Context: an optimization exercise on an open-source flow, tuned for small area. The choices shown serve that exercise and are no tape-out recipe. At most, simulation tests tie the RTL to the original design; equivalence was not proved. No driver is modelled on the clock port, so clocking that relies on it looks cheaper here than on a real chip. Power and IR drop assume default switching activity.

## lcdnut_core
module lcdnut_core (
    input  wire        clk,
    input  wire        rst,
    input  wire        tick,
    input  wire [8:0]  cfg_prog_len,
    input  wire [15:0] cfg_t_half,
    input  wire [15:0] cfg_t_bit,
    input  wire [15:0] cfg_t_poll,
    input  wire [15:0] cfg_t_setup,
    input  wire [15:0] cfg_t_strobe,
    input  wire [15:0] cfg_t_proc,
    input  wire [15:0] cfg_t_pause,
    input  wire [15:0] cfg_t_pwrup,
    input  wire [2:0]  cfg_pin_rs,
    input  wire [2:0]  cfg_pin_e,
    input  wire [2:0]  cfg_pin_rx,
    input  wire [2:0]  cfg_pin_d0,
    input  wire [2:0]  cfg_pin_d1,
    input  wire [2:0]  cfg_pin_d2,
    input  wire [2:0]  cfg_pin_d3,
    input  wire [7:0]  cfg_cmd_8bit,
    input  wire [7:0]  cfg_cmd_4bit,
    input  wire [7:0]  cfg_cmd_func,
    input  wire [7:0]  cfg_cmd_dispon,
    input  wire [7:0]  cfg_cmd_entry,
    input  wire        cfg_oneshot_high,
    output wire [7:0]  prog_addr,
    input  wire [15:0] prog_data,
    output wire [7:0]  rom_addr,
    input  wire [7:0]  rom_data,
    input  wire [7:0]  pin_i,
    output wire [7:0]  pin_o,
    output wire [7:0]  pin_oe,
    output wire        halted,
    output wire        fault,
    output wire [2:0]  fault_code,
    output wire [8:0]  fault_pc,
    output wire [15:0] fault_word
);
==> flow/config.mk <==
export PLATFORM = sky130hd
export DESIGN_NAME = lcdnut_core
export DESIGN_NICKNAME = lcdnut_core
export VERILOG_FILES = /design/flow/design.v
export SDC_FILE = /design/flow/constraint.sdc
export NUM_CORES = 4
export LEC_CHECK = 0
export CAP_MARGIN = 20
export CORE_MARGIN = 2
export CORE_UTILIZATION = 40
export SLEW_MARGIN = 20
export BUFFER_PORTS_ARGS = -buffer_cell sky130_fd_sc_hd__buf_1
export CTS_ARGS = -sink_clustering_enable -repair_clock_nets -buf_list sky130_fd_sc_hd__clkbuf_4 -dont_use_dummy_load
export POST_CTS_TCL = /design/flow/flow/post_cts.tcl
==> flow/constraint.sdc <==
create_clock -name core_clock -period 10.0 [get_ports {clk}]
set_input_delay 2.0000 -clock core_clock [delete_from_list [all_inputs] [get_ports {clk}]]
set_output_delay 2.0000 -clock core_clock [all_outputs]
set_load 0.01 [all_outputs]
standard.sh (not shown) runs the stock make flow with config.mk's settings and CLKGATE_MAP_FILE= SYNTH_SCRIPT=/design/flow/synth_recipe.tcl, a recipe that flattens the netlist after the stock synthesis.
==> flow/flow/run.sh <==
#!/bin/bash
# Layout flow: the standard flow (standard.sh) with these changes, none of
# which touches the design's constraints (clock, I/O delays, loads):
#  - synthesis is the standard flow's own script (synth_recipe.tcl: ORFS synth.tcl with
#    -nofsm -noshare, then flatten and renaming), except that the final ABC
#    technology mapping uses the area-oriented script flow/area.abc; the
#    register mapping (dfflibmap) happens before ABC and is unchanged;
#    and yosys's half/full adder extraction is skipped, so that ABC maps
#    the (ripple) arithmetic with the rest of the logic;
#  - flow/extra.mk is appended to config.mk: the port buffers that ORFS puts
#    on every input and output use the smallest buffer cell (buf_1), and
#    the clock tree options;
#  - flow/post_cts.tcl runs at the end of clock tree synthesis (ORFS's
#    POST_CTS_TCL hook): it upsizes leaf clock buffers that drive many
#    flip-flops, to keep the clock-pin slew low.
# Each tool's output goes to the ORFS logs under orfs/logs; the make output
# goes to standard.log in this folder.
set -euo pipefail
W=$(pwd)
cat flow/extra.mk >> config.mk
# after clock tree synthesis: upsize overloaded leaf clock buffers
if [[ -f flow/post_cts.tcl ]]; then
    echo "export POST_CTS_TCL = $W/flow/post_cts.tcl" >> config.mk
fi
sed "s#log_cmd abc {\*}\$abc_args#set abc_args [lreplace \$abc_args 1 1 $W/flow/area.abc]\n  log_cmd abc {*}\$abc_args#" \
    "$FLOW_HOME/scripts/synth.tcl" > "$W/synth_area.tcl"
grep -q "flow/area.abc" "$W/synth_area.tcl"
# no extraction of half/full adders: ABC maps the ripple logic itself
sed -i 's#\[dont_use_adder_kinds\] ne "none"#[dont_use_adder_kinds] ne "none" \&\& 0#' "$W/synth_area.tcl"
grep -q 'ne "none" && 0' "$W/synth_area.tcl"
sed "s#source \$::env(SCRIPTS_DIR)/synth.tcl#source $W/synth_area.tcl#" synth_recipe.tcl > "$W/area_synth.tcl"
grep -q "synth_area.tcl" "$W/area_synth.tcl"
sed "s#SYNTH_SCRIPT=[^ ]*#SYNTH_SCRIPT=$W/area_synth.tcl#" standard.sh > "$W/area_standard.sh"
grep -q "SYNTH_SCRIPT=$W/area_synth.tcl" "$W/area_standard.sh"
bash "$W/area_standard.sh" > standard.log 2>&1
Other scripts of this flow, unchanged in this note and not shown: flow/flow/area.abc, flow/flow/extra.mk, flow/flow/post_cts.tcl
Rerun with:
--- a/flow/design.v
+++ b/flow/design.v
@@ -77,22 +77,23 @@
     wire zero = !(|cnt);
     wire act  = zero && !rst;
     wire op_low    = !op[3] && !op[2];                  
     wire op_pinout = op_low && !op[1];
     wire op_pinin  = op_low && op[1] && !op[0];
     wire op_delay  = op_low && op[1] && op[0];
     wire op_ab     = op[3] && op[1];                    
     wire op_rx     = op_ab && !op[0];
     wire op_jmp    = op_ab && op[0];
     wire op_chrr   = op[2] && op[1] && op[0];           
     wire op_init   = op[3] && op[0];                    
+    wire op_strf   = op[3] && !op[1] && !op[0];         
     reg legal;
     always @(*) begin
         case (op)
             4'h1:    legal = !fa[3] && (imm[7:1] == 7'd0);
             4'h2:    legal = !fa[3] && (imm == 8'd0);
             4'h3:    legal = !fa[3] && !(fa[2] && fa[1]) && (imm == 8'd0);
             4'h4, 4'h5, 4'h6, 4'h8, 4'hB:
                      legal = (fa == 4'd0);
             4'h7, 4'h9, 4'hA:
                      legal = (fa == 4'd0) && (imm == 8'd0);
             default: legal = 1'b0;
@@ -120,40 +121,42 @@
     wire two  = op[3] ? (!op[0] || step[2]) : (op[1] || op[0]);
     wire xval;
     lcdnut_bytesel u_bytesel (
         .op(op), .step(step), .lo(lo), .sel(sel), .oneshot_high(cfg_oneshot_high),
         .imm(imm), .rxd(rxd), .rom(rom_data),
         .c8(cfg_cmd_8bit), .c4(cfg_cmd_4bit), .cf(cfg_cmd_func), .cd(cfg_cmd_dispon),
         .ce(cfg_cmd_entry), .xval(xval)
     );
     wire xend = op[3] && (op[0] ? (step == 3'd7) : (ra[8] || rom_data == 8'd0));
     wire [8:0] pc_inc = inc9(pc);
     wire [8:0] ra_inc = inc9(ra);
-    wire f_delay   = act && st_fetch && op_delay;
+    wire f_delay   = act && st_fetch && in_range && legal && op_delay;
     wire ld_half   = (f_delay && fa[2:0] == 3'd0) ||
-                     (act && st_hunt && !plev) ||
+                     (act && st_hunt && !pdir && !plev) ||
                      (act && st_rx && rstep[3] && rstep[0]);
     wire ld_bit    = (f_delay && fa[2:0] == 3'd1) ||
                      (act && st_rx && !(rstep[3] && (rstep[1] || rstep[0])));
     wire ld_proc   = (f_delay && fa[2:0] == 3'd2) || (act && st_elo);
     wire ld_strobe = (f_delay && fa[2:0] == 3'd3) || (act && st_ehi);
     wire ld_pause  = (f_delay && fa[2:0] == 3'd4);
     wire ld_pwrup  = (f_delay && fa[2:0] == 3'd5) ||
-                     (act && st_chk && sel[2] && sel[0] && op_init);
+                     (act && st_chk && pdir && sel[2] && sel[0] && op_init);
     wire ld_setup  = act && st_xn && !xend && sel[2];
-    wire ld_poll   = act && st_hunt && plev;
+    wire ld_poll   = act && st_hunt && !pdir && plev;
+    wire ld = rst | ld_half | ld_bit | ld_proc | ld_strobe | ld_pause | ld_pwrup |
+              ld_setup | ld_poll;
     wire [15:0] cnt_n;
     lcdnut_cntnext u_cntnext (
         .ld_half(ld_half), .ld_bit(ld_bit), .ld_proc(ld_proc), .ld_strobe(ld_strobe),
         .ld_pause(ld_pause), .ld_pwrup(ld_pwrup), .ld_setup(ld_setup), .ld_poll(ld_poll),
-        .keep(!rst), .bin(tick & !zero), .cnt(cnt),
+        .keep(!ld), .bin(tick & !zero), .cnt(cnt),
         .t_half(cfg_t_half), .t_bit(cfg_t_bit), .t_proc(cfg_t_proc), .t_strobe(cfg_t_strobe),
         .t_pause(cfg_t_pause), .t_pwrup(cfg_t_pwrup), .t_setup(cfg_t_setup), .t_poll(cfg_t_poll),
         .cnt_n(cnt_n)
     );
     reg [2:0] state_n;
     reg [8:0] pc_n;
     reg [8:0] ra_n;
     reg [2:0] sel_n;
     reg       lo_n;
     reg       rxv_n;
     reg       shift;
@@ -201,23 +204,23 @@
                     if (!pdir) begin
                         state_n = S_FAULT;
                     end else if (sel[2] && sel[0]) begin
                         sel_n   = 3'd0;
                         state_n = S_XN;
                     end else begin
                         sel_n = {sel[2] ^ (sel[1] & sel[0]), sel[1] ^ sel[0], !sel[0]};
                     end
                 end
                 S_XN: begin
                     if (xend) begin
-                        if (ra[8]) begin
+                        if (!op[0] && ra[8]) begin
                             state_n = S_FAULT;
                         end else begin
                             pc_n    = pc_inc;
                             state_n = S_FETCH;
                         end
                     end else begin
                         we_o  = 1'b1;
                         oval  = xval;
                         sel_n = {sel[2] ^ (sel[1] & sel[0]), sel[1] ^ sel[0], !sel[0]};
                         if (sel[2])
                             state_n = S_EHI;
@@ -287,24 +290,24 @@
             for (i = 0; i < 8; i = i + 1)
                 if (we_d && pdec[i]) dir[i] <= op_pinout;
         end
     end
     assign fault      = (state == S_FAULT);
     assign halted     = st_fetch && zero && in_range && (w == {4'hB, 4'h0, pc[7:0]});
     assign fault_pc   = pc;
     assign fault_word = in_range ? w : 16'h0000;
     assign fault_code = !in_range          ? 3'd2 :
                         !legal             ? 3'd1 :
                         (op_chrr && !rxv)  ? 3'd5 :
-                        op_ab              ? 3'd4 :
-                        ra[8]              ? 3'd6 : 3'd3;
+                        op_rx              ? 3'd4 :
+                        (op_strf && ra[8]) ? 3'd6 : 3'd3;
 endmodule
 module lcdnut_cntnext (
     input  wire        ld_half, ld_bit, ld_proc, ld_strobe,
     input  wire        ld_pause, ld_pwrup, ld_setup, ld_poll,
     input  wire        keep,
     input  wire        bin,
     input  wire [15:0] cnt,
     input  wire [15:0] t_half, t_bit, t_proc, t_strobe,
     input  wire [15:0] t_pause, t_pwrup, t_setup, t_poll,
     output wire [15:0] cnt_n
 );
Result: The new run finished with timing, DRC and antenna clean; via count went up by 1.8%; area after synthesis rose by 1.8%; critical path depth came out higher by 1; total power came out lower by 6.4%; die area went up by 1.8%; final area grows by 1.3%; sequential cell count does not change; clock power goes up by about 6%; core utilization barely changes; worst hold slack loses 0.013 ns.

run A:
Another version of the RTL of lcdnut_core (not shown whole).
Size in the first run: ~65 flip-flops, ~300 I/O pins.
==> flow/config.mk <==
export PLATFORM = sky130hd
export DESIGN_NAME = lcdnut_core
export DESIGN_NICKNAME = lcdnut_core
export VERILOG_FILES = /design/flow/design.v
export SDC_FILE = /design/flow/constraint.sdc
export NUM_CORES = 4
export LEC_CHECK = 0
export CAP_MARGIN = 20
export CORE_MARGIN = 2
export CORE_UTILIZATION = 40
export SLEW_MARGIN = 20
export BUFFER_PORTS_ARGS = -buffer_cell sky130_fd_sc_hd__buf_1
export CTS_ARGS = -sink_clustering_enable -repair_clock_nets -buf_list sky130_fd_sc_hd__clkbuf_4 -dont_use_dummy_load
export POST_CTS_TCL = /design/flow/flow/post_cts.tcl
==> flow/constraint.sdc <==
create_clock -name core_clock -period 10.0 [get_ports {clk}]
set_input_delay 2.0000 -clock core_clock [delete_from_list [all_inputs] [get_ports {clk}]]
set_output_delay 2.0000 -clock core_clock [all_outputs]
set_load 0.01 [all_outputs]
==> flow/flow/area.abc <==
&get -n
&st
&deepsyn -T 30
&dch
&nf -R 1000 -p -C 32 -F 8
&put
topo
dnsize -c
==> flow/flow/extra.mk <==
export BUFFER_PORTS_ARGS = -buffer_cell sky130_fd_sc_hd__buf_1
export CTS_ARGS = -sink_clustering_enable -repair_clock_nets -buf_list sky130_fd_sc_hd__clkbuf_4 -dont_use_dummy_load
==> flow/flow/post_cts.tcl <==
# Clock-pin slew: a leaf clock buffer (clkbuf_4) that drives more than 9
# flip-flops becomes a clkbuf_8; then legalise the placement again.
set n_up 0
foreach inst [[ord::get_db_block] getInsts] {
  if {[[$inst getMaster] getName] ne "sky130_fd_sc_hd__clkbuf_4"} { continue }
  foreach it [$inst getITerms] {
    if {![$it isOutputSignal]} { continue }
    set net [$it getNet]
    if {$net eq "NULL"} { continue }
    set sinks 0
    foreach t [$net getITerms] {
      if {[$t isInputSignal] && [string match "sky130_fd_sc_hd__*df*" [[[$t getInst] getMaster] getName]]} { incr sinks }
    }
    if {$sinks > 9} {
      replace_cell [$inst getName] sky130_fd_sc_hd__clkbuf_8
      incr n_up
    }
  }
}
puts "post_cts: upsized $n_up leaf clock buffers"
if {$n_up > 0} { detailed_placement }
Scripts as last shown in full above: flow/flow/run.sh
### run A -> run B
-- flow/design.v --
<<< run A, line 53
    reg [7:0]  rxd;
    reg        rxv;
    reg [7:0]  ra;        
    reg [2:0]  sel;       
    reg        lo;        
>>> run B, line 53
    reg [7:0]  rxd;
    reg        rxv;
    reg [8:0]  ra;        
    reg [2:0]  sel;       
    reg        lo;        
<<< run A, line 61
    wire [7:0]  imm = w[7:0];
    assign prog_addr = pc[7:0];
    assign rom_addr  = ra;
    assign pin_o     = out;
    assign pin_oe    = dir;
>>> run B, line 61
    wire [7:0]  imm = w[7:0];
    assign prog_addr = pc[7:0];
    assign rom_addr  = ra[7:0];
    assign pin_o     = out;
    assign pin_oe    = dir;
<<< run A, line 86
    wire op_chrr   = op[2] && op[1] && op[0];           
    wire op_init   = op[3] && op[0];                    
    reg legal;
    always @(*) begin
>>> run B, line 86
    wire op_chrr   = op[2] && op[1] && op[0];           
    wire op_init   = op[3] && op[0];                    
    wire op_strf   = op[3] && !op[1] && !op[0];         
    reg legal;
    always @(*) begin
<<< run A, line 126
        .ce(cfg_cmd_entry), .xval(xval)
    );
    wire rom_past = sel[2] && sel[1];
    wire xend = op[3] && (op[0] ? (step == 3'd7) : (rom_past || rom_data == 8'd0));
    wire [8:0] pc_inc = inc9(pc);
    wire [8:0] ra_inc = inc9({1'b0, ra});    
    wire f_delay   = act && st_fetch && op_delay;
    wire ld_half   = (f_delay && fa[2:0] == 3'd0) ||
>>> run B, line 127
        .ce(cfg_cmd_entry), .xval(xval)
    );
    wire xend = op[3] && (op[0] ? (step == 3'd7) : (ra[8] || rom_data == 8'd0));
    wire [8:0] pc_inc = inc9(pc);
    wire [8:0] ra_inc = inc9(ra);
    wire f_delay   = act && st_fetch && op_delay;
    wire ld_half   = (f_delay && fa[2:0] == 3'd0) ||
<<< run A, line 154
    reg [2:0] state_n;
    reg [8:0] pc_n;
    reg [7:0] ra_n;
    reg [2:0] sel_n;
    reg       lo_n;
>>> run B, line 154
    reg [2:0] state_n;
    reg [8:0] pc_n;
    reg [8:0] ra_n;
    reg [2:0] sel_n;
    reg       lo_n;
<<< run A, line 175
            case (state)
                S_FETCH: begin
                    ra_n = imm;
                    if (!in_range || !legal) begin
                        state_n = S_FAULT;
>>> run B, line 175
            case (state)
                S_FETCH: begin
                    ra_n = {1'b0, imm};
                    if (!in_range || !legal) begin
                        state_n = S_FAULT;
<<< run A, line 211
                S_XN: begin
                    if (xend) begin
                        if (rom_past) begin
                            state_n = S_FAULT;
                        end else begin
>>> run B, line 211
                S_XN: begin
                    if (xend) begin
                        if (!op[0] && ra[8]) begin
                            state_n = S_FAULT;
                        end else begin
<<< run A, line 239
                    end else if (op[3]) begin
                        lo_n    = 1'b0;
                        sel_n   = {3{ra_inc[8]}};
                        ra_n    = ra_inc[7:0];
                        state_n = S_XN;
                    end else begin
>>> run B, line 239
                    end else if (op[3]) begin
                        lo_n    = 1'b0;
                        sel_n   = 3'd0;
                        ra_n    = ra_inc;
                        state_n = S_XN;
                    end else begin
<<< run A, line 254
                end
                S_RX: begin
                    ra_n = ra_inc[7:0];
                    if (rstep[3] && rstep[1]) begin
                        rxv_n   = 1'b1;
>>> run B, line 254
                end
                S_RX: begin
                    ra_n = ra_inc;
                    if (rstep[3] && rstep[1]) begin
                        rxv_n   = 1'b1;
<<< run A, line 297
                        !legal             ? 3'd1 :
                        (op_chrr && !rxv)  ? 3'd5 :
                        op_ab              ? 3'd4 :
                        rom_past           ? 3'd6 : 3'd3;
endmodule
module lcdnut_cntnext (
>>> run B, line 297
                        !legal             ? 3'd1 :
                        (op_chrr && !rxv)  ? 3'd5 :
                        op_rx              ? 3'd4 :
                        (op_strf && ra[8]) ? 3'd6 : 3'd3;
endmodule
module lcdnut_cntnext (
==> comparison <==
Having completed the whole flow, run B delivered a layout that passed the timing, DRC and antenna checks.
In the flow results for run B and run A, the sequential power share is smaller on run A.
Re sequential cell count: run A was lower than run B.
Comparing run B and run A, the lower sequential share of layout area was measured on run A.
Of run B and run A, run B shows the higher starting density of the core, with run A below it.
Of run B and run A, the run reporting the higher post-route cell area was run B.
Non-clock buffer count of run B exceeds that of run A slightly.
Critical path depth | run B below run A
Going from run A to run B, total power -6.9%; worst hold slack -11 ps; largest fanout on the critical path now sits lower.
For run B, only the layout was checked, not whether the RTL still works.

static timing again, ports no longer ideal:
No port has a modelled driver above. Below, the same layouts with a new extraction and two added sets of constraints. Step 1, drivers: a clkbuf_16 drives clk and a buf_2 each remaining input, both assumed. Step 2, shift: input delay + t, output delay - t, t = (earliest + latest rising clock arrival at the registers) / 2. This alone moves slack from input paths to output paths. Slacks: no drivers / after step 1 / after step 2; pairs: no drivers / after step 1.
run | t, ns | setup slack, ns | worst hold slack (ns) | clock arrival spread, ns
the first run of note 1 | 0.451 | 3.972 / 3.944 / 3.632 | 0.455 / 0.455 / 0.455 | 0.042 / 0.042
the second run of note 1 | 0.473 | 3.690 / 3.666 / 3.666 | 0.442 / 0.442 / 0.442 | 0.040 / 0.040
run A | 0.454 | 3.638 / 3.611 / 3.611 | 0.457 / 0.457 / 0.457 | 0.024 / 0.023
run B | 0.446 | 3.896 / 3.871 / 3.805 | 0.446 / 0.446 / 0.446 | 0.023 / 0.023
After both steps setup and hold are still met in every run listed. For the first run of note 1, which loses most, drivers alone change the setup slack by -0.028 ns; drivers and shift together by -0.340 ns.
